Background: an optimization exercise with open tools, aiming at small area, a short achievable clock period and few clock cycles. Do not read the settings as production practice. Function was checked by simulation only, so behaviour that the tests miss may differ from the original. Power and IR drop assume default switching activity.

run A:
Design slc_ack_engine, start of the top module:
module slc_ack_engine (
    input  wire        clk,
    input  wire        rst,           
    input  wire        cmd_valid,
    output wire        cmd_ready,
    input  wire [2:0]  cmd_code,
    input  wire [7:0]  cmd_op,
    input  wire [31:0] cmd_slid,
    input  wire [15:0] cmd_pkg,
    input  wire [7:0]  cmd_rssi,
    input  wire [6:0]  cmd_plen,
    input  wire [7:0]  cmd_arg,
    input  wire [31:0] cmd_now,
    input  wire        cmd_present,
    output reg         ev_valid,
    output reg  [1:0]  ev_kind,
    output reg  [3:0]  ev_h,
    output reg  [7:0]  ev_op,
    output reg  [31:0] ev_slid,
    output reg  [15:0] ev_pkg,
    output reg  [7:0]  ev_rssi,
    output reg  [6:0]  ev_plen,
    output reg         ev_fail,
    output reg  [7:0]  ev_code,
    output wire        res_valid,
    output reg  [4:0]  res_status,
    output reg  [2:0]  res_ack,
    output reg  [3:0]  res_exc,
    output wire [7:0]  res_op,
    output wire [31:0] res_slid,
    output wire [15:0] res_pkg,
    output wire [7:0]  res_h,
    output reg  [4:0]  res_n_resent,
    output reg  [4:0]  res_n_failed
);
clock: 7.0 ns
lec_check: 0
cap_margin: 20
core_margin: 2
core_utilization: 55
cts_buf_list: sky130_fd_sc_hd__clkbuf_8
cts_cluster_diameter: 60
cts_cluster_size: 16
place_density: 0.72
setup_slack_margin: 3.9
slew_margin: 20
synth_hierarchical: 1
synth_minimum_keep_size: 0
standard.sh (not shown) runs the stock make flow with config.mk's settings and CLKGATE_MAP_FILE= SYNTH_SCRIPT=/design/flow/synth_recipe.tcl, a recipe that flattens the netlist after the stock synthesis.
==> flow/flow/run.sh <==
#!/bin/bash
# The standard layout (the standard.sh: standard synthesis and ORFS from
# floorplan to finish), with one change: the buffers that ORFS puts on every
# input and output port are sky130_fd_sc_hd__buf_1 instead of the cell ORFS
# picks by default (a clkdlybuf4s50 delay buffer). The timing repair resizes
# them afterwards as it needs. All of make's output (Yosys, OpenROAD, KLayout)
# goes to standard.log here; ORFS keeps each step's own log under orfs/logs.
set -uo pipefail
bash standard.sh "BUFFER_PORTS_ARGS=-inputs -outputs -buffer_cell sky130_fd_sc_hd__buf_1" finish > standard.log 2>&1
status=$?
echo "standard.sh exited with $status"
exit $status
Run A: all stages complete, timing, DRC and antenna checks passed
Testbench counts of run A, summed over its fixed seeds: cycles 6,180.
#### Input delta (run B over run A)
- SETUP_SLACK_MARGIN changed from 3.9 to 3.5
### Flow results
Of run B and run A, run B shows the lower met3 demand-to-capacity share in global routing, with run A above it.
Run B has share of total power consumed by net switching below what run A had.
Power dissipated in the clock network: run B vs run A — no meaningful difference
Going from run A to run B, static power due to leakage shrank by more than 10%.
Side by side, reg-to-reg setup timing slack turned out lower in run B than in run A.
Run A vs run B, beginning of the critical path: cmd_now[7] vs cmd_now[12]
After detailed routing, run A needs more wire than run B.
Setup changes, run B to run C
- swapping 55 for 45 in CORE_UTILIZATION
- swapping 0.72 for 0.65 in PLACE_DENSITY
==> results.txt <==
- [run C] final critical-path share of the clock period rose 0.65 points relative to run B
- Per the comparison of run C with run B, clock power lower, via count decreased by 0.78% relative to the old numbers, final period demand of the worst path now sits higher, critical path arrival has increased, logic depth of the worst path, buffers included increased by 5 relative to the old numbers.
- Global-route wire length before repair: run C > run B
- Run C against run B; wire length is up by a few percent.
- Diff run B -> run C: minimum setup slack in the final design went down 0.046 ns, routability congestion estimate went down about 3.2%, delay of the slowest cell on the worst path went down 0.13 ns.

---

job 3545:
slc_ack_engine, a different RTL version from the one above (not shown whole).
Size: roughly 5300 cells after synthesis, ~1400 flip-flops, roughly 66000 um^2 of cells after synthesis.
clock: 7.0 ns
lec_check: 0
cap_margin: 20
core_margin: 2
core_utilization: 55
cts_buf_list: sky130_fd_sc_hd__clkbuf_8
cts_cluster_diameter: 60
cts_cluster_size: 16
place_density: 0.72
setup_slack_margin: 3.5
slew_margin: 20
run.sh (not shown) runs the stock make flow with config.mk's settings and CLKGATE_MAP_FILE= SYNTH_SCRIPT=/design/flow/synth_recipe.tcl, a recipe that flattens the netlist after the stock synthesis.
Stock flow here: none of the scripts above is used.
Testbench counts of job 3545, summed over its fixed seeds: cycles 6,180.
Inputs modified between job 3545 and job 889:
==> flow/flow/run.sh (new file) <==
#!/bin/bash
# The standard layout (the standard.sh: standard synthesis and ORFS from
# floorplan to finish), with one change: the buffers that ORFS puts on every
# input and output port are sky130_fd_sc_hd__buf_1 instead of the cell ORFS
# picks by default (a clkdlybuf4s50 delay buffer). The timing repair resizes
# them afterwards as it needs. All of make's output (Yosys, OpenROAD, KLayout)
# goes to standard.log here; ORFS keeps each step's own log under orfs/logs.
set -uo pipefail
bash standard.sh "BUFFER_PORTS_ARGS=-inputs -outputs -buffer_cell sky130_fd_sc_hd__buf_1" finish > standard.log 2>&1
status=$?
echo "standard.sh exited with $status"
exit $status
==> flow/standard.sh (new file) <==
#!/bin/bash
# synth_recipe.tcl (not shown) runs the flow's synth.tcl, then flattens the netlist and writes it again
# the make line also repeats each setting of config.mk as NAME=value (left out here)
make -C /OpenROAD-flow-scripts/flow DESIGN_CONFIG=/design/flow/config.mk WORK_HOME=/design/flow/orfs CLKGATE_MAP_FILE= SYNTH_SCRIPT=/design/flow/synth_recipe.tcl "${@:-finish}"
removed: flow/run.sh
==> comparison <==
Cmp job 889 vs job 3545: cell area after placement lower in job 889. [compare] base=job 3545 new=job 889: minimum period implied by the final worst setup slack now larger, register fraction of the total cell area moved up. Job 889 has via count of the first global-routing pass below what job 3545 had. Taking job 3545 as the reference point, the proportion of layout cells with a drive suffix above 1 of job 889 falls by 3.8 points. Of job 889 and job 3545, job 889 shows the lower total power of the final layout, with job 3545 above it.

==> re-timing with driven ports <==
The flow's constraints put no driver on any port. The routed layouts listed below were extracted and timed again, unchanged, in two steps.
Step 1: set_driving_cell puts a clkbuf_16 on clk and a buf_2 on each other input, an assumption about the parent block.
Step 2 adds t to the input delays and takes it off the output delays; t is the mean of the earliest and latest rising clock arrival at the registers after step 1. Input paths then give back, and output paths get back, about the clock's delay inside the block.
Three values: no drivers, after step 1, after step 2; two values: the first two.
run | t (ns) | setup slack, ns | worst setup path after step 2
run A | 0.950 | 3.376 / 3.402 / 2.452 | input to register
run B | 0.929 | 3.367 / 3.401 / 2.472 | input to register
run C | 0.965 | 3.321 / 3.294 / 2.329 | input to register
job 3545 | 0.930 | 3.322 / 3.322 / 2.392 | input to register
job 889 | 0.941 | 3.200 / 3.233 / 2.292 | input to register
After both steps setup and hold are still met in every run listed. For run C, which loses most, drivers alone change the setup slack by -0.027 ns; drivers and shift together by -0.992 ns.
